Context: an optimization exercise on an open-source flow, tuned for small area, a short achievable clock period and few clock cycles. The choices shown serve that exercise and are no tape-out recipe.
Only simulation tests tie the RTL to the original design; equivalence was not proved.
Power figures rest on the tool's default switching activity, not on a simulated workload.

## flow/design.v (module list and top-level ports; edited modules follow where they fit)
// module wallet_add32: 36 lines
// module coin_wallet: 6969 lines
module coin_wallet(clk, rst, in_valid, in_ready, in_data, out_valid, out_ready, out_data, out_last, coin_edge, ms_tick, restore_valid, restore_bal, restore_cnt, bal, cnt, zind, save_req);
  // ...
==> flow/run.sh <==
#!/bin/bash
# synth_recipe.tcl (not shown) runs the flow's synth.tcl, then flattens the netlist and writes it again
# the make line also repeats each setting of config.mk as NAME=value (left out here)
make -C /OpenROAD-flow-scripts/flow DESIGN_CONFIG=/design/flow/config.mk WORK_HOME=/design/flow/orfs CLKGATE_MAP_FILE= SYNTH_SCRIPT=/design/flow/synth_recipe.tcl finish
==> flow/config.mk <==
export PLATFORM = sky130hd
export DESIGN_NAME = coin_wallet
export DESIGN_NICKNAME = coin_wallet
export VERILOG_FILES = /design/flow/design.v
export SDC_FILE = /design/flow/constraint.sdc
export NUM_CORES = 4
export LEC_CHECK = 0
export ABC_AREA = 1
export CAP_MARGIN = 20
export CORE_MARGIN = 2
export CORE_UTILIZATION = 40
export SETUP_SLACK_MARGIN = 4.0
export SLEW_MARGIN = 20
export TNS_END_PERCENT = 5
==> flow/constraint.sdc <==
create_clock -name core_clock -period 8.0 [get_ports {clk}]
set_input_delay 1.6000 -clock core_clock [delete_from_list [all_inputs] [get_ports {clk}]]
set_output_delay 1.6000 -clock core_clock [all_outputs]
set_load 0.01 [all_outputs]
==> impl_metrics.py, run 1 <==
metrics = {
    "outcome": {
        "status": "no timing/DRC/antenna violations",
    },
    "placement": {
        "dp_hpwl_mm": 58.2,
        "place_congestion": 0.963,
    },
    "power_and_ir_drop": {
        "p_switching_mw": 1.59,
        "power_frac_seq_pct": 41.5,
        "power.share.switching_pct": 29.6,
    },
    "clock_tree": {
        "cts_resized": 37,
        "cts.sinks": 367,
        "cts_tree": "built",
    },
    "grt": {
        "overflow": 0,
        "grt.total_usage_pct": 25.6,
        "grt_start_max_net_pins": 74,
        "grt_util_met3_pct": 4.02,
    },
    "sta": {
        "setup_viol": 0,
    },
    "yosys": {
        "synth_compound_area_share_pct": 20.1,
        "yosysTopAreaCellShare_pct": 27.9,
        "synthMostInstantiatedCell": "nand2_1",
        "synth_top_flop_cell": "edfxtp_1",
        "synth_cell_types": 70,
        "synthTopCellsByCount": "nand2_1, inv_1, nor2_1",
    },
    "cells_and_area": {
        "finish.utilization_pct": 47.5,
        "multi_input_area_share_pct": 44.2,
        "seq_area_share_pct": 34.2,
        "final_cell_mix": "nand2_1, inv_1, nor2_1",
        "num-fill-cells": 5777,
        "bufAreaShareNonClock_pct": 6.51,
    },
    "worst_setup_path": {
        "reg2reg_slack_ps": 3900,
        "crit_required_ps": 8300,
        "worstRegToRegCells": 12,
        "crit_type": "reg -> reg",
    },
    "floorplan": {
        "start_util_pct": 40.5,
    },
    "routing": {
        "route.met2.wl_mm": 38.9,
        "drt_iter0_drc": 2027,
    },
}
Testbench counts, summed over its fixed seeds: cycles 155,004.
==> run 2: changes to the inputs <==
--- a/flow/config.mk
+++ b/flow/config.mk
@@ -9,6 +9,5 @@
 export CAP_MARGIN = 20
 export CORE_MARGIN = 2
-export CORE_UTILIZATION = 40
+export CORE_UTILIZATION = 60
 export SETUP_SLACK_MARGIN = 4.0
 export SLEW_MARGIN = 20
-export TNS_END_PERCENT = 5
==> run 2 against run 1 <==
Net effect:
- final area shrank 0.65%
- routed wire length shrank 4.0%
- clock skew shrank 1.1 ps
- critical path type unchanged
- final cell count shrank 5.5%
==> impl_metrics.py, run 2 <==
metrics = {
    "worst_setup_path": {
        "cp-end-kind": "flip-flop",
        "arrival_ps": 4340,
        "crit_required_ps": 8410,
        "worst_setup_path_start_kind": "flip-flop",
        "crit_fanout": 9,
        "crit_type": "reg -> reg",
    },
    "sta": {
        "rsz0062_at_grt": "true",
        "hold_violations": 0,
        "drv_slew": 0,
        "finalClockSkew_ps": 33.2,
        "hold_ws_ps": 404,
        "tightest_slew_ps": 1030,
        "min_period_over_period_pct": 49.0,
        "fmax_mhz": 255,
        "tns_ps": 0,
        "period_minus_slack_ps": 3920,
        "setup_ws_ps": 4080,
        "setup_viol": 0,
        "slew-limit-headroom_pct": 31.3,
    },
    "power_and_ir_drop": {
        "max-vdd-ir-drop_uv": 164,
        "powerDensity_mw_per_mm2": 184,
        "power_frac_seq_pct": 43.4,
        "power.internal_mw": 3.58,
        "p_switching_mw": 1.53,
        "leakage_nw": 11.5,
        "power.share.switching_pct": 30.0,
        "power_frac_comb_pct": 19.4,
        "power.share.clock_pct": 37.2,
    },
    "routing": {
        "via_per_inst": 6.43,
        "via_count": 24600,
        "drt_iter0_drc": 3134,
        "wl_per_cell_um": 20.5,
        "firstDrtPassIters": 15,
        "ant_nets": 0,
        "route.detailed.drc": 0,
        "routed_wl_mm": 78.6,
    },
    "floorplan": {
        "die_area_mm2": 0.0415,
        "die_w_um": 204,
        "dieHeight_um": 204,
        "rows": 73,
        "io_pins": 156,
        "start_util_pct": 60.4,
        "core-area_mm2": 0.0395,
    },
    "yosys": {
        "synth_top_flop_cell": "edfxtp_1",
        "async_flop_share_pct": 0,
        "yosysTopAreaCellShare_pct": 27.9,
        "syn-num-nets": 3312,
        "synthCells": 3117,
        "syn_area_per_cell_um2": 7.67,
        "seq_area_frac_synth_pct": 40.0,
        "synth_area_mm2": 0.0239,
        "synthMostInstantiatedCell": "nand2_1",
        "synth_area_leaders": "edfxtp_1, dfxtp_1, nand2_1, inv_1, o21ai_0",
        "synth-edff-count": 222,
        "synth_seq_cells": 367,
        "synth_cell_types": 70,
        "ys.warnings.count": 2,
        "synth_top_area_cell": "edfxtp_1",
        "synthTopCellsByCount": "nand2_1, inv_1, nor2_1",
    },
    "clock_tree": {
        "clock_path_buffers": 3,
        "cts.reportedPaths.clkPinSlew_ps": 60,
        "cts_max_level": 2,
        "cts.sinks": 367,
        "cts_tree": "built",
        "clock_latency_ps": 580,
        "root_buffer": "clkbuf_16",
        "cts_made_buffers": 41,
        "cts-hold-fix-buffers": 0,
    },
    "cells_and_area": {
        "multi_input_area_mm2": 0.0125,
        "num-fill-cells": 3068,
        "fin_nets": 3467,
        "largestRegisters": "d_a (39), d_b (39), d_c (39)",
        "drive_gt1_share_pct": 8.75,
        "regArea_mm2": 0.00958,
        "final_common_cell": "nand2_1",
        "diodes": 0,
        "areaGrowthSynthToFinish_pct": 16.6,
        "final_cell_mix": "nand2_1, inv_1, nor2_1",
    },
    "grt": {
        "grt.total_usage_pct": 36.8,
        "grt_start_max_net_pins": 68,
        "overflow": 0,
        "grt_pass1_vias": 23500,
        "grt_pass1_wl_mm": 123,
        "antenna_found_initial": 0,
    },
    "run": {
        "maxCapViolCount": 0,
    },
    "placement": {
        "place_congestion": 1.03,
        "io_buffer_count": 155,
        "dp_hpwl_mm": 53.6,
        "pre_cts_ws_ps": 2770,
    },
    "outcome": {
        "status": "no timing/DRC/antenna violations",
    },
    "min_path": {
        "holdCritPathClass": "reg -> reg",
    },
}
## run 2: cell counts after synthesis
No cell type changed its count.
## run 2: final cells by class
type	count	area share (%)
clock inverters	20	0.777
clock buffers	55	3.98
well taps	525	2.36
repair buffers	224	7.55
flip-flops and latches	367	34.4
inverters	451	6.17
multi-input cells	2183	44.7
repair inverters	4	0.0718
## run 2: worst max-delay path: stages, from the launching register on
cell and delay, ps:
dfxtp_4 420, clkinvlp_4 130, buf_4 160, o221ai_1 210
ha_1 320, a21o_1 210, nand3_1 90, o311ai_2 130
nand3_1 120, nand2_2 70, nand2_1 60, nand2_1 80
nand3_1 100, nand2_2 90, a21oi_4 230, o21ai_4 90
nand2_1 80, nand2_2 80, nand3_2 90, nand2_1 70
fa_1 390, xor2_1 190, a221oi_1 270, a21oi_1 100
## run 2: logic make-up after synthesis
family / after synthesis / synth area share [%]
AO/OA/AOI/OAI: 777 / 20.1
XOR/XNOR: 41 / 1.53
adder cells (fa/ha/maj): 116 / 6.86
buffers and inverters: 567 / 9.04
flip-flops: 367 / 40.0
multiplexers: 1 / 0.0419
AND/OR/NAND/NOR: 1248 / 22.4
## run 2: final timing paths
path	cells after the start	startpoint	endpoint	slack [ps]
min reg2reg	0	x_nc[0]$_DFFE_PP_	r_nc[0]$_DFFE_PP_	400
min	0	x_nc[0]$_DFFE_PP_	r_nc[0]$_DFFE_PP_	400
max	23	m_st1$_SDFF_PP0_	bal[30]$_SDFFE_PP0P_	4080
max reg2reg	23	m_st1$_SDFF_PP0_	bal[30]$_SDFFE_PP0P_	4080
## run 2: metal layers
layer,share of wire (%),wire [um],vias up,track usage [%]
met1,38,29800,11500,48.4
met4,4.8,3760,0,17.0
met5,0,0,-,0
met2,46,36200,1742,60.3
met3,11,8840,332,5.34
li1,-,-,11100,-
## run 2: power by group through the flow
stage          clock network (mW)  logic [mW]  registers [mW]
2_1_floorplan                   0       0.609            2.22
3_3_place_gp                    0       0.913            2.25
3_5_place_dp                    0       0.928            2.25
4_1_cts                      1.90       0.943            2.21
5_1_grt                      1.98        1.08            2.23
6_report                     1.90       0.992            2.22
## run 2: timing repair
action                                  CTS  global route
gates resized for setup                  29            58
buffers inserted                          5            39
gates cloned                              3             2
endpoints found under the setup margin  100           111
pin swaps                                 1            24
## run 2: through the flow
stage | std cells | power (mW) | instance area [um2] | utilization (%)
after floorplan | 3117 | 2.83 | 23900 | -
after detailed placement | 3705 | 3.18 | 25800 | 65.4
after global routing | 3829 | 5.29 | 27900 | 70.5
after global placement | 3705 | 3.16 | 25800 | 65.4
final | 3829 | 5.11 | 27900 | 70.5
after CTS | 3788 | 5.06 | 27300 | 69.1
==> run 3: changes to the inputs <==
--- a/flow/config.mk
+++ b/flow/config.mk
@@ -9,5 +9,5 @@
 export CAP_MARGIN = 20
 export CORE_MARGIN = 2
-export CORE_UTILIZATION = 60
+export CORE_UTILIZATION = 40
 export SETUP_SLACK_MARGIN = 4.0
 export SLEW_MARGIN = 20
==> run 3 against run 2 <==
Net effect:
- routed wire length up 4.4%
- via count decreased by 4.7%
- count of clock-buffer cells in the layout rose by 6
- critical path depth shrank 10
- fmax grew 0.91%
- utilization down 23 points
- first-iteration DRC count fell by 34%
- register-to-register slack better by 40 ps
- clock skew shrank 0.69 ps
==> impl_metrics.py, run 3 <==
metrics = {
    "worst_setup_path": {
        "crit_fanout": 15,
        "arrival_ps": 4410,
        "cp-end-kind": "flip-flop",
        "crit_type": "reg -> reg",
        "worst_setup_path_start_kind": "flip-flop",
        "crit_required_ps": 8520,
    },
    "clock_tree": {
        "clock_latency_ps": 600,
        "cts_made_buffers": 44,
        "cts.reportedPaths.clkPinSlew_ps": 60,
        "root_buffer": "clkbuf_16",
        "cts_max_level": 2,
        "clock_path_buffers": 3,
        "cts.sinks": 367,
        "cts-hold-fix-buffers": 0,
        "cts_tree": "built",
    },
    "floorplan": {
        "core-area_mm2": 0.0590,
        "rows": 89,
        "die_w_um": 248,
        "io_pins": 156,
        "die_area_mm2": 0.0617,
        "start_util_pct": 40.5,
        "dieHeight_um": 248,
    },
    "yosys": {
        "synth_area_mm2": 0.0239,
        "synthCells": 3117,
        "syn-num-nets": 3312,
        "syn_area_per_cell_um2": 7.67,
        "synth_area_leaders": "edfxtp_1, dfxtp_1, nand2_1, inv_1, o21ai_0",
        "synth_top_area_cell": "edfxtp_1",
        "yosysTopAreaCellShare_pct": 27.9,
        "synth_cell_types": 70,
        "synthTopCellsByCount": "nand2_1, inv_1, nor2_1",
        "async_flop_share_pct": 0,
        "synth_seq_cells": 367,
        "synth_top_flop_cell": "edfxtp_1",
        "ys.warnings.count": 2,
        "synthMostInstantiatedCell": "nand2_1",
        "synth-edff-count": 222,
        "seq_area_frac_synth_pct": 40.0,
    },
    "sta": {
        "tns_ps": 0,
        "drv_slew": 0,
        "tightest_slew_ps": 1050,
        "fmax_mhz": 257,
        "min_period_over_period_pct": 48.6,
        "setup_viol": 0,
        "slew-limit-headroom_pct": 30.1,
        "period_minus_slack_ps": 3890,
        "finalClockSkew_ps": 32.5,
        "hold_violations": 0,
        "rsz0062_at_grt": "true",
    },
    "placement": {
        "dp_hpwl_mm": 58.2,
        "io_buffer_count": 155,
        "place_congestion": 0.963,
    },
    "power_and_ir_drop": {
        "leakage_nw": 11.5,
        "power.total_mw": 5.36,
        "max-vdd-ir-drop_uv": 202,
        "powerDensity_mw_per_mm2": 189,
    },
    "cells_and_area": {
        "num-fill-cells": 5764,
        "drive_gt1_share_pct": 8.46,
        "final_cell_mix": "nand2_1, inv_1, nor2_1",
        "largestRegisters": "d_a (39), d_b (39), d_c (39)",
        "areaGrowthSynthToFinish_pct": 18.4,
        "diodes": 0,
        "final_common_cell": "nand2_1",
        "fin_nets": 3446,
    },
    "grt": {
        "overflow": 0,
        "grt_pass1_vias": 22900,
        "grt.total_usage_pct": 25.6,
        "antenna_found_initial": 1,
        "grt_pass1_wl_mm": 129,
        "grt_start_max_net_pins": 74,
    },
    "outcome": {
        "status": "no timing/DRC/antenna violations",
    },
    "routing": {
        "firstDrtPassIters": 6,
        "routed_wl_mm": 82.0,
        "via_count": 23500,
        "drt_iter0_drc": 2057,
        "wl_per_cell_um": 20.2,
        "route.detailed.drc": 0,
        "via_per_inst": 5.78,
        "ant_nets": 0,
    },
    "run": {
        "maxCapViolCount": 0,
    },
    "min_path": {
        "holdCritPathClass": "reg -> reg",
    },
}
-- run 3: cell counts after synthesis --
No cell type changed its count.
-- run 3: layout make-up --
cell class / instances / area (um2) / area share, %
inverters: 451 / 1720 / 6.07
clock inverters: 21 / 277 / 0.977
well taps: 773 / 967 / 3.42
repair inverters: 3 / 20.0 / 0.0707
clock buffers: 61 / 1270 / 4.48
repair buffers: 201 / 1940 / 6.84
multi-input cells: 2183 / 12500 / 44.3
flip-flops and latches: 367 / 9590 / 33.9
-- run 3: final timing paths --
| path | startpoint | to | slack, ps | cells past startpoint |
|---|---|---|---|---|
| worst max-delay path | tp[0]$_SDFFE_PP0P_ | tp[0]$_SDFFE_PP0P_ | 4110 | 13 |
| worst max register to register | tp[0]$_SDFFE_PP0P_ | tp[0]$_SDFFE_PP0P_ | 4110 | 13 |
| worst min-delay path | x_changed$_DFFE_PP_ | r_changed$_DFFE_PP_ | 430 | 0 |
| worst min register to register | x_changed$_DFFE_PP_ | r_changed$_DFFE_PP_ | 430 | 0 |
-- run 3: worst max-delay path, stage by stage, from the launching register on --
cell and delay [ps]:
dfxtp_1 320, buf_4 260, clkinv_1 490, ha_1 530, inv_1 220, nor3_1 80
a211oi_1 560, nand4_1 260, o31ai_1 480, nor3_2 180, a31o_2 250, nand3_1 80
nand2_1 50, inv_1 50
-- run 3: report_power, final --
group          switching, mW  total, mW  internal, mW
sequential             0.128       2.22          2.09
clock                  0.850       2.16          1.31
combinational          0.610      0.987         0.376
total                   1.59       5.36          3.77
-- run 3: layer usage --
layer	vias up	global-route usage [%]	routed length, um
met3	170	4.10	5750
li1	11100	-	-
met4	2	8.88	2790
met2	932	43.0	38900
met5	-	0	12
met1	11300	33.5	34600
-- run 3: cells by family after synthesis --
logic type               share of synthesized area [%]
multiplexers                                    0.0419
AND/OR/NAND/NOR                                   22.4
flip-flops                                        40.0
buffers and inverters                             9.04
AO/OA/AOI/OAI                                     20.1
XOR/XNOR                                          1.53
adder cells (fa/ha/maj)                           6.86
-- run 3: through the flow --
stage,setup WS (ps),hold slack [ps],std cells,area [um2],util (%)
detailed placement,2360,406,3952,26100,44.3
finish,4110,426,4060,28300,48.0
global placement,2570,407,3952,26100,44.3
CTS,4010,422,4048,28000,47.4
global route,3950,443,4060,28300,48.0
floorplan,4070,390,3117,23900,-
-- run 3: what timing repair did --
action | in CTS | in global routing
buffers inserted | 11 | 11
setup endpoints to repair | 72 | 37
gates resized for setup | 41 | 64
pin swaps | 7 | 28
gates cloned | 3 | 1
==> run 4: changes to the inputs <==
--- a/flow/config.mk
+++ b/flow/config.mk
@@ -10,4 +10,4 @@
 export CORE_MARGIN = 2
 export CORE_UTILIZATION = 40
-export SETUP_SLACK_MARGIN = 4.0
+export SETUP_SLACK_MARGIN = 4.2
 export SLEW_MARGIN = 20
==> run 4 against run 3 <==
Net effect:
- still clean on timing, DRC and antenna
- hold slack worse by 7.9 ps
- area after synthesis unchanged
- routed wire length up 0.48%
- critical path depth up 16
- fmax up 0.59%
- power down 3.0%
- sequential share of layout area down 0.77 points
- clock power down 9.3%
- combinational power about the same
- critical path type unchanged
- largest cell class unchanged
==> impl_metrics.py, run 4 <==
metrics = {
    "outcome": {
        "status": "no timing/DRC/antenna violations",
    },
    "sta": {
        "fmax_mhz": 259,
        "slew-limit-headroom_pct": 31.4,
        "drv_slew": 0,
        "finalClockSkew_ps": 30.1,
        "hold_ws_ps": 418,
        "period_minus_slack_ps": 3860,
        "min_period_over_period_pct": 48.3,
        "hold_violations": 0,
        "rsz0062_at_grt": "true",
        "tightest_slew_ps": 1020,
        "tns_ps": 0,
        "setup_viol": 0,
    },
    "routing": {
        "drt_iter0_drc": 2168,
        "wl_per_cell_um": 20.0,
        "route.detailed.drc": 0,
        "via_count": 23900,
        "firstDrtPassIters": 6,
        "via_per_inst": 5.79,
        "routed_wl_mm": 82.4,
        "ant_nets": 0,
    },
    "cells_and_area": {
        "areaGrowthSynthToFinish_pct": 21.3,
        "num-fill-cells": 5633,
        "final_common_cell": "nand2_1",
        "fin_nets": 3514,
        "diodes": 0,
        "largestRegisters": "d_a (39), d_b (39), d_c (39)",
        "drive_gt1_share_pct": 11.5,
        "final_cell_mix": "nand2_1, inv_1, nor2_1",
        "finish.utilization_pct": 49.1,
    },
    "yosys": {
        "synth_top_flop_cell": "edfxtp_1",
        "ys.warnings.count": 2,
        "synthTopCellsByCount": "nand2_1, inv_1, nor2_1",
        "synth_cell_types": 70,
        "synth_seq_cells": 367,
        "seq_area_frac_synth_pct": 40.0,
        "synth_area_mm2": 0.0239,
        "synth_area_leaders": "edfxtp_1, dfxtp_1, nand2_1, inv_1, o21ai_0",
        "syn_area_per_cell_um2": 7.67,
        "syn-num-nets": 3312,
        "async_flop_share_pct": 0,
        "synth-edff-count": 222,
        "synth_top_area_cell": "edfxtp_1",
        "synthCells": 3117,
        "synthMostInstantiatedCell": "nand2_1",
        "yosysTopAreaCellShare_pct": 27.9,
    },
    "min_path": {
        "min_to": "r_nc[2]$_DFFE_PP_",
        "holdCritPathClass": "reg -> reg",
        "holdPathStages": 0,
        "min_from": "x_nc[2]$_DFFE_PP_",
    },
    "floorplan": {
        "dieHeight_um": 248,
        "core-area_mm2": 0.0590,
        "die_w_um": 248,
        "io_pins": 156,
        "die_area_mm2": 0.0617,
        "rows": 89,
        "start_util_pct": 40.5,
    },
    "power_and_ir_drop": {
        "leakage_nw": 11.8,
        "p_switching_mw": 1.58,
        "power_frac_comb_pct": 19.6,
        "power.total_mw": 5.20,
        "power_frac_seq_pct": 42.7,
        "powerDensity_mw_per_mm2": 179,
        "power.share.switching_pct": 30.3,
        "power.share.clock_pct": 37.7,
        "power.internal_mw": 3.63,
        "max-vdd-ir-drop_uv": 146,
    },
    "worst_setup_path": {
        "worstReg2RegEnd": "dcnt[2]$_SDFFCE_PP0P_",
        "worstRegToRegCells": 29,
        "reg2reg_from": "d_a[4]$_DFFE_PP_",
        "crit_start": "d_a[4]$_DFFE_PP_",
        "reg2reg_slack_ps": 4140,
        "arrival_ps": 4200,
        "cpPeakStageDelay_ps": 430,
        "crit_required_ps": 8330,
        "slowest_stage": "edfxtp_1",
        "crit_type": "reg -> reg",
        "crit_fanout": 3,
        "crit_top_cell": "buf_6",
        "worst_setup_path_start_kind": "flip-flop",
        "cp-end-kind": "flip-flop",
    },
    "clock_tree": {
        "root_buffer": "clkbuf_16",
        "cts.reportedPaths.clkPinSlew_ps": 60,
        "clock_latency_ps": 590,
        "cts_max_level": 2,
        "clock_path_buffers": 3,
        "cts_made_buffers": 43,
        "cts.sinks": 367,
        "cts_tree": "built",
        "cts-hold-fix-buffers": 0,
    },
    "grt": {
        "grt_pass1_vias": 23400,
        "grt_start_max_net_pins": 75,
        "overflow": 0,
        "grt.total_usage_pct": 25.5,
        "antenna_found_initial": 0,
        "grt_pass1_wl_mm": 128,
    },
    "run": {
        "maxCapViolCount": 0,
    },
    "placement": {
        "dp_hpwl_mm": 57.4,
        "place_congestion": 0.972,
        "io_buffer_count": 155,
    },
}
## run 4: cell counts after synthesis
No cell type changed its count.
## run 4: kinds of logic (layout without fill, tap and decap cells)
family	after synthesis	count (layout)	share of synthesized area (%)
and+or+nand+nor	1248	1248	22.4
AOI/OAI and AO/OA	777	777	20.1
buffers and inverters	567	802	9.04
DFF	367	367	40.0
adders and majority gates	116	116	6.86
xor gates and xnor gates	41	41	1.53
muxes	1	1	0.0419
## run 4: layout make-up
class / count / area, um2 / share of cell area, %
Timing Repair Buffer: 270 / 2570 / 8.86
Clock buffer: 59 / 1220 / 4.20
Timing Repair inverter: 3 / 20.0 / 0.0690
Sequential cell: 367 / 9600 / 33.1
Inverter: 451 / 1720 / 5.92
Tap cell: 773 / 967 / 3.34
Clock inverter: 19 / 161 / 0.557
Multi-Input combinational cell: 2183 / 12700 / 44.0
## run 4: through the flow
stage	std cells	instance area (um2)	setup slack, ps
2_1_floorplan	3117	23900	4220
3_3_place_gp	3953	26200	2850
3_5_place_dp	3953	26200	2650
4_1_cts	4081	28200	4200
5_1_grt	4125	29000	3990
6_report	4125	29000	4140
## run 4: power groups by stage
stage,registers [mW],clock network (mW),logic (mW)
CTS,2.22,2.00,0.972
global route,2.24,2.06,1.12
floorplan,2.22,0,0.610
global placement,2.26,0,0.934
detailed placement,2.26,0,0.942
finish,2.22,1.96,1.02
## run 4: layer usage
metal	GRT usage (%)	up-vias	share of wire (%)
met5	0	-	0
met4	12.4	0	4.6
met3	2.92	222	6.4
met2	42.8	1007	47
met1	32.7	11400	42
li1	-	11200	-
## run 4: repair_timing
action	4_1_cts	5_1_grt
buffers inserted	46	43
pin swaps	30	52
endpoints found under the hold margin	0	0
gates cloned	4	1
endpoints found under the setup margin	89	92
resized for setup	77	108
## run 4: how the worst max path moves through the flow
stage                       endpoint
3_5_place_dp   amt_bad$_SDFFCE_PN1P_
5_1_grt        dcnt[2]$_SDFFCE_PP0P_
6_report       dcnt[2]$_SDFFCE_PP0P_
3_3_place_gp   amt_bad$_SDFFCE_PN1P_
4_1_cts        amt_bad$_SDFFCE_PN1P_
2_1_floorplan   bal[30]$_SDFFE_PP0P_
## run 4: worst max-delay path, delay by kind of cell, from the launching register on
family / cells / cell delay (ps)
buf+inv: 18 / 1830
simple gates: 7 / 860
flops: 1 / 430
compound gates: 3 / 370
xor+xnor: 1 / 110
==> run 5: changes to the inputs <==
--- a/flow/config.mk
+++ b/flow/config.mk
@@ -7,7 +7,7 @@
 export LEC_CHECK = 0
 export ABC_AREA = 1
-export CAP_MARGIN = 20
+export CAP_MARGIN = 0
 export CORE_MARGIN = 2
 export CORE_UTILIZATION = 40
-export SETUP_SLACK_MARGIN = 4.2
-export SLEW_MARGIN = 20
+export SETUP_SLACK_MARGIN = 4.1
+export SLEW_MARGIN = 0
==> run 5 against run 4 <==
Net effect:
- sequential cell count is the same
- final cell count shrank 1.1%
- synthesized cell count is the same
- largest cell class unchanged
- largest power group unchanged
==> impl_metrics.py, run 5 <==
metrics = {
    "floorplan": {
        "io_pins": 156,
        "die_area_mm2": 0.0617,
        "start_util_pct": 40.5,
        "die_w_um": 248,
        "dieHeight_um": 248,
        "core-area_mm2": 0.0590,
        "rows": 89,
    },
    "grt": {
        "antenna_found_initial": 1,
        "grt_pass1_wl_mm": 127,
        "grt_start_max_net_pins": 74,
        "overflow": 0,
        "grt.total_usage_pct": 25.2,
        "grt_pass1_vias": 22800,
    },
    "outcome": {
        "status": "no timing/DRC/antenna violations",
    },
    "worst_setup_path": {
        "crit_fanout": 15,
        "critPathBufInv": 4,
        "cpPeakStageDelay_ps": 580,
        "arrival_ps": 4350,
        "crit_required_ps": 8510,
        "worstRegToRegCells": 13,
        "cp_cell_sequence": "buf_4, clkinv_1, ha_1, inv_1, nor3_1, a211oi_1, nand4_1, o31ai_1, nor3_2, a31o_2, nand3_1, nand2_1, inv_1",
        "critPathTopFamily": "compound AO/OA/AOI/OAI gates",
        "reg2reg_slack_ps": 4160,
        "worst_setup_path_start_kind": "flip-flop",
        "cp.depth": 13,
        "crit_type": "reg -> reg",
        "cp-end-kind": "flip-flop",
        "crit_top_cell": "inv_1",
        "slowest_stage": "a211oi_1",
    },
    "yosys": {
        "synthCells": 3117,
        "synthMostInstantiatedCell": "nand2_1",
        "synth_area_leaders": "edfxtp_1, dfxtp_1, nand2_1, inv_1, o21ai_0",
        "ys.warnings.count": 2,
        "async_flop_share_pct": 0,
        "synth_seq_cells": 367,
        "synth_top_area_cell": "edfxtp_1",
        "synth_area_mm2": 0.0239,
        "synth_top_flop_cell": "edfxtp_1",
        "synth-edff-count": 222,
        "synth_cell_types": 70,
        "syn_area_per_cell_um2": 7.67,
        "seq_area_frac_synth_pct": 40.0,
        "yosysTopAreaCellShare_pct": 27.9,
        "syn-num-nets": 3312,
        "synthTopCellsByCount": "nand2_1, inv_1, nor2_1",
    },
    "sta": {
        "period_minus_slack_ps": 3840,
        "hold_ws_ps": 417,
        "slew-limit-headroom_pct": 30.2,
        "hold_violations": 0,
        "fmax_mhz": 260,
        "tightest_slew_ps": 1050,
        "setup_viol": 0,
        "tns_ps": 0,
        "rsz0062_at_grt": "true",
        "finalClockSkew_ps": 19.1,
        "drv_slew": 0,
        "min_period_over_period_pct": 48.0,
    },
    "clock_tree": {
        "root_buffer": "clkbuf_16",
        "cts_tree": "built",
        "cts_made_buffers": 44,
        "cts_max_level": 2,
        "cts-hold-fix-buffers": 0,
        "cts.sinks": 367,
        "cts.reportedPaths.clkPinSlew_ps": 60,
        "clock_latency_ps": 580,
        "clock_path_buffers": 3,
    },
    "placement": {
        "io_buffer_count": 155,
        "dp_hpwl_mm": 57.4,
        "place_congestion": 0.969,
    },
    "routing": {
        "routed_wl_mm": 81.3,
        "via_per_inst": 5.74,
        "via_count": 23400,
        "drt_iter0_drc": 2038,
        "ant_nets": 0,
        "firstDrtPassIters": 8,
        "route.detailed.drc": 0,
        "wl_per_cell_um": 19.9,
    },
    "cells_and_area": {
        "diodes": 0,
        "final_common_cell": "nand2_1",
        "finish.utilization_pct": 48.3,
        "fin_nets": 3469,
        "largestRegisters": "d_a (39), d_b (39), d_c (39)",
        "final_cell_mix": "nand2_1, inv_1, nor2_1",
        "drive_gt1_share_pct": 9.55,
        "num-fill-cells": 5793,
        "areaGrowthSynthToFinish_pct": 19.2,
    },
    "min_path": {
        "holdCritPathClass": "reg -> reg",
        "holdPathStages": 0,
    },
    "power_and_ir_drop": {
        "leakage_nw": 11.6,
        "power.total_mw": 5.27,
        "max-vdd-ir-drop_uv": 128,
        "powerDensity_mw_per_mm2": 185,
    },
    "run": {
        "maxCapViolCount": 0,
    },
}
[run 5: cell counts after synthesis]
No cell type changed its count.
[run 5: cell type report]
| class | count | area [um2] | share of cell area [%] |
|---|---|---|---|
| Clock buffer | 59 | 1230 | 4.31 |
| Clock inverter | 21 | 224 | 0.786 |
| Inverter | 451 | 1730 | 6.05 |
| Multi-Input combinational cell | 2183 | 12600 | 44.2 |
| Sequential cell | 367 | 9590 | 33.7 |
| Tap cell | 773 | 967 | 3.39 |
| Timing Repair Buffer | 224 | 2140 | 7.49 |
| Timing Repair inverter | 3 | 17.5 | 0.0615 |
[run 5: routing by layer]
layer  up-vias  GRT usage (%)  part of all wire, %
met1     11300           33.3                   43
met5         -              0                    0
met3       183           3.12                  6.0
met2       850           42.2                   47
li1      11100              -                    -
met4         0           9.73                  3.6
[run 5: metrics by stage]
stage	instance area (um2)	setup WS, ps	instances
floorplan	23900	4110	3117
global placement	26100	2800	3951
detailed placement	26100	2560	3951
CTS	27900	4110	4049
global route	28500	3970	4081
finish	28500	4160	4081
[run 5: worst paths after layout]
kind                            from                 end
setup / recovery  tp[0]$_SDFFE_PP0P_  tp[0]$_SDFFE_PP0P_
hold / removal     x_nc[2]$_DFFE_PP_   r_nc[2]$_DFFE_PP_
setup reg to reg  tp[0]$_SDFFE_PP0P_  tp[0]$_SDFFE_PP0P_
hold reg to reg    x_nc[2]$_DFFE_PP_   r_nc[2]$_DFFE_PP_
[run 5: worst register-to-register path, delay by kind of cell (launching register included)]
family / cells / cell delay (ps)
simple gates: 5 / 620
compound gates: 3 / 1270
fa+ha+maj: 1 / 560
flops: 1 / 320
buf+inv: 4 / 1030
[run 5: kinds of logic (layout without fill, tap and decap cells)]
group	count (synthesis)	in the layout	synth area share (%)
simple gates	1248	1248	22.4
fa+ha+maj	116	116	6.86
flops	367	367	40.0
buf+inv	567	758	9.04
mux	1	1	0.0419
xor+xnor	41	41	1.53
compound gates	777	777	20.1
[run 5: report_power, final]
part           internal (mW)  switching (mW)  leakage [nW]  total, mW
clock network           1.24           0.820         0.715       2.06
registers               2.09           0.128          3.26       2.22
logic                  0.382           0.614          7.65      0.997
total                   3.71            1.56          11.6       5.27
[run 5: timing repair]
item                       CTS  global route
cloned                       3             2
setup endpoints to repair   76            87
resized for setup           56            82
pin swaps                   12            31
setup buffers               15            30
==> run 6: changes to the inputs <==
--- a/flow/config.mk
+++ b/flow/config.mk
@@ -10,4 +10,4 @@
 export CORE_MARGIN = 2
 export CORE_UTILIZATION = 40
-export SETUP_SLACK_MARGIN = 4.1
+export SETUP_SLACK_MARGIN = 4.0
 export SLEW_MARGIN = 0
==> run 6 against run 5 <==
Net effect:
- die area unchanged
- combinational power decreased by 1%
- critical path depth increased by 8
- area after synthesis unchanged
- count of clock-buffer cells in the layout increased by 2
- sequential power about the same
- register-to-register slack got worse by 20 ps
- hold slack improved by 8.3 ps
- sequential share of layout area increased by 0.26 points
- first-iteration DRC count increased by 4.1%
- largest power group unchanged
==> impl_metrics.py, run 6 <==
metrics = {
    "outcome": {
        "status": "no timing/DRC/antenna violations",
    },
    "worst_setup_path": {
        "crit_required_ps": 8440,
        "worst_setup_path_start_kind": "flip-flop",
        "cp-end-kind": "flip-flop",
        "crit_start": "s_yn$_SDFF_PP0_",
        "crit_type": "reg -> reg",
        "critPathTopFamily": "compound AO/OA/AOI/OAI gates",
        "critPathBufInv": 4,
        "cpPeakStageDelay_ps": 420,
        "reg2reg_from": "s_yn$_SDFF_PP0_",
        "crit_fanout": 13,
        "cp_cell_sequence": "clkinvlp_4, buf_4, o21ai_0, ha_1, a21oi_1, o311ai_2, nand3_1, nand2_1, nand2_1, nand2_2, nand3_2, nand2_2, a21oi_4, inv_1, a21oi_2, o21ai_0, fa_1, xnor2_2, inv_1, a221oi_2, a21oi_1",
        "arrival_ps": 4290,
        "slowest_stage": "dfxtp_2",
    },
    "grt": {
        "grt_pass1_wl_mm": 129,
        "grt.total_usage_pct": 25.6,
        "antenna_found_initial": 1,
        "grt_pass1_vias": 22900,
        "overflow": 0,
        "grt_start_max_net_pins": 74,
    },
    "yosys": {
        "syn-num-nets": 3312,
        "syn_area_per_cell_um2": 7.67,
        "yosysTopAreaCellShare_pct": 27.9,
        "synth_area_leaders": "edfxtp_1, dfxtp_1, nand2_1, inv_1, o21ai_0",
        "async_flop_share_pct": 0,
        "synth_top_area_cell": "edfxtp_1",
        "synth_area_mm2": 0.0239,
        "synth_cell_types": 70,
        "synthTopCellsByCount": "nand2_1, inv_1, nor2_1",
        "synth-edff-count": 222,
        "ys.warnings.count": 2,
        "seq_area_frac_synth_pct": 40.0,
        "synth_seq_cells": 367,
        "synthCells": 3117,
        "synth_top_flop_cell": "edfxtp_1",
        "synthMostInstantiatedCell": "nand2_1",
    },
    "sta": {
        "period_minus_slack_ps": 3860,
        "fmax_mhz": 259,
        "tns_ps": 0,
        "hold_violations": 0,
        "setup_viol": 0,
        "slew-limit-headroom_pct": 30.6,
        "finalClockSkew_ps": 32.7,
        "tightest_slew_ps": 1040,
        "min_period_over_period_pct": 48.2,
        "setup_ws_ps": 4140,
        "rsz0062_at_grt": "true",
        "hold_ws_ps": 426,
        "drv_slew": 0,
    },
    "routing": {
        "route.met2.wl_mm": 39.1,
        "via_count": 23400,
        "routed_wl_mm": 82.0,
        "wl_met1_mm": 34.6,
        "drt_iter0_drc": 2122,
        "route.detailed.drc": 0,
        "via_per_inst": 5.77,
        "met3WireLength_mm": 5.66,
        "firstDrtPassIters": 6,
        "wl_per_cell_um": 20.2,
        "top_layer_used": "met5",
        "ant_nets": 0,
    },
    "placement": {
        "post_dp_cell_area_mm2": 0.0261,
        "place_congestion": 0.963,
        "io_buffer_count": 155,
        "dp_hpwl_mm": 58.2,
        "pre_cts_ws_ps": 2360,
    },
    "clock_tree": {
        "cts_max_level": 2,
        "cts_made_buffers": 44,
        "root_buffer": "clkbuf_16",
        "cts_tree": "built",
        "cts.sinks": 367,
        "clock_latency_ps": 600,
        "clock_path_buffers": 3,
        "cts.reportedPaths.clkPinSlew_ps": 60,
    },
    "floorplan": {
        "dieHeight_um": 248,
        "io_pins": 156,
        "start_util_pct": 40.5,
        "die_w_um": 248,
        "core-area_mm2": 0.0590,
        "rows": 89,
        "die_area_mm2": 0.0617,
    },
    "run": {
        "maxCapViolCount": 0,
    },
    "min_path": {
        "holdCritPathClass": "reg -> reg",
        "min_from": "x_changed$_DFFE_PP_",
    },
    "power_and_ir_drop": {
        "leakage_nw": 11.5,
        "powerDensity_mw_per_mm2": 190,
        "max-vdd-ir-drop_uv": 202,
        "power.total_mw": 5.37,
    },
    "cells_and_area": {
        "final_cell_mix": "nand2_1, inv_1, nor2_1",
        "fin_area_mm2": 0.0283,
        "largestRegisters": "d_a (39), d_b (39), d_c (39)",
        "final_common_cell": "nand2_1",
        "areaGrowthSynthToFinish_pct": 18.2,
        "fin_nets": 3443,
        "drive_gt1_share_pct": 8.25,
    },
}
==> run 6: per-stage QoR <==
step / utilization [%] / instances
after CTS: 47.4 / 4048
after detailed placement: 44.3 / 3952
after global routing: 47.9 / 4057
after global placement: 44.3 / 3952
after floorplan: - / 3117
final: 47.9 / 4058
==> run 6: layout make-up <==
type	instances	area [um2]
fillers	5763	30800
well taps	773	967
clock buffers	61	1270
repair buffers	198	1910
inverters	451	1720
diodes	1	2.50
repair inverters	3	17.5
flip-flops and latches	367	9580
clock inverters	21	277
multi-input cells	2183	12500
==> run 6: final timing paths <==
kind / depth (start not counted) / slack (ps) / to
max reg2reg: 21 / 4140 / bal[22]$_SDFFE_PP0P_
max: 21 / 4140 / bal[22]$_SDFFE_PP0P_
min: 0 / 430 / r_changed$_DFFE_PP_
min reg2reg: 0 / 430 / r_changed$_DFFE_PP_
==> run 6: layer usage <==
layer | track usage, % | vias up
met3 | 4.10 | 168
met1 | 33.5 | 11300
li1 | - | 11100
met5 | 0 | -
met4 | 8.88 | 2
met2 | 43.0 | 918
==> run 6: kinds of logic (layout without fill, tap and decap cells) <==
kind of cell	after synthesis	after routing	synth area share, %
buffers and inverters	567	734	9.04
other	0	1	0
XOR/XNOR	41	41	1.53
multiplexers	1	1	0.0419
AO/OA/AOI/OAI	777	777	20.1
AND/OR/NAND/NOR	1248	1248	22.4
adder cells (fa/ha/maj)	116	116	6.86
flip-flops	367	367	40.0
==> run 6: where the power goes <==
part | total, mW | switching (mW) | internal [mW]
logic | 0.987 | 0.611 | 0.376
registers | 2.22 | 0.128 | 2.09
clock network | 2.16 | 0.854 | 1.31
total | 5.37 | 1.59 | 3.77
==> run 6: what timing repair did <==
action                                  CTS  global route
setup buffers                            11             8
cloned                                    3             1
endpoints found under the setup margin   72            59
pin swaps                                 7            22
gates resized for setup                  41            55
hold buffers                              0             0

## re-timing with driven ports
The flow's constraints put no driver on any port. The routed layouts listed below were extracted and timed again, unchanged, in two steps.
Step 1 sets driving cells, clkbuf_16 on the clock port and buf_2 on the other inputs (assumed; they add their load-dependent delay and slew).
Step 2 adds t to the input delays and takes it off the output delays; t is the mean of the earliest and latest rising clock arrival at the registers after step 1. Input paths then give back, and output paths get back, about the clock's delay inside the block.
a / b / c = ideal / step 1 / step 2; a / b = the first two.
run	t, ns	setup slack, ns	hold WS [ns]	cell pins on the clock port's net
run 1	0.645	3.898 / 3.898 / 3.466	0.423 / 0.423 / 0.423	1
run 2	0.621	4.078 / 4.076 / 3.667	0.404 / 0.404 / 0.404	1
run 3	0.646	4.113 / 4.113 / 3.619	0.426 / 0.426 / 0.426	1
run 4	0.641	4.136 / 4.136 / 3.771	0.418 / 0.418 / 0.418	1
run 5	0.629	4.160 / 4.160 / 3.689	0.417 / 0.417 / 0.417	1
run 6	0.644	4.142 / 4.142 / 3.613	0.426 / 0.426 / 0.426	1
After both steps every run listed still meets setup and hold. The setup slack of run 6, which loses most, moves by 0.000 ns with the drivers and by -0.529 ns with both steps.
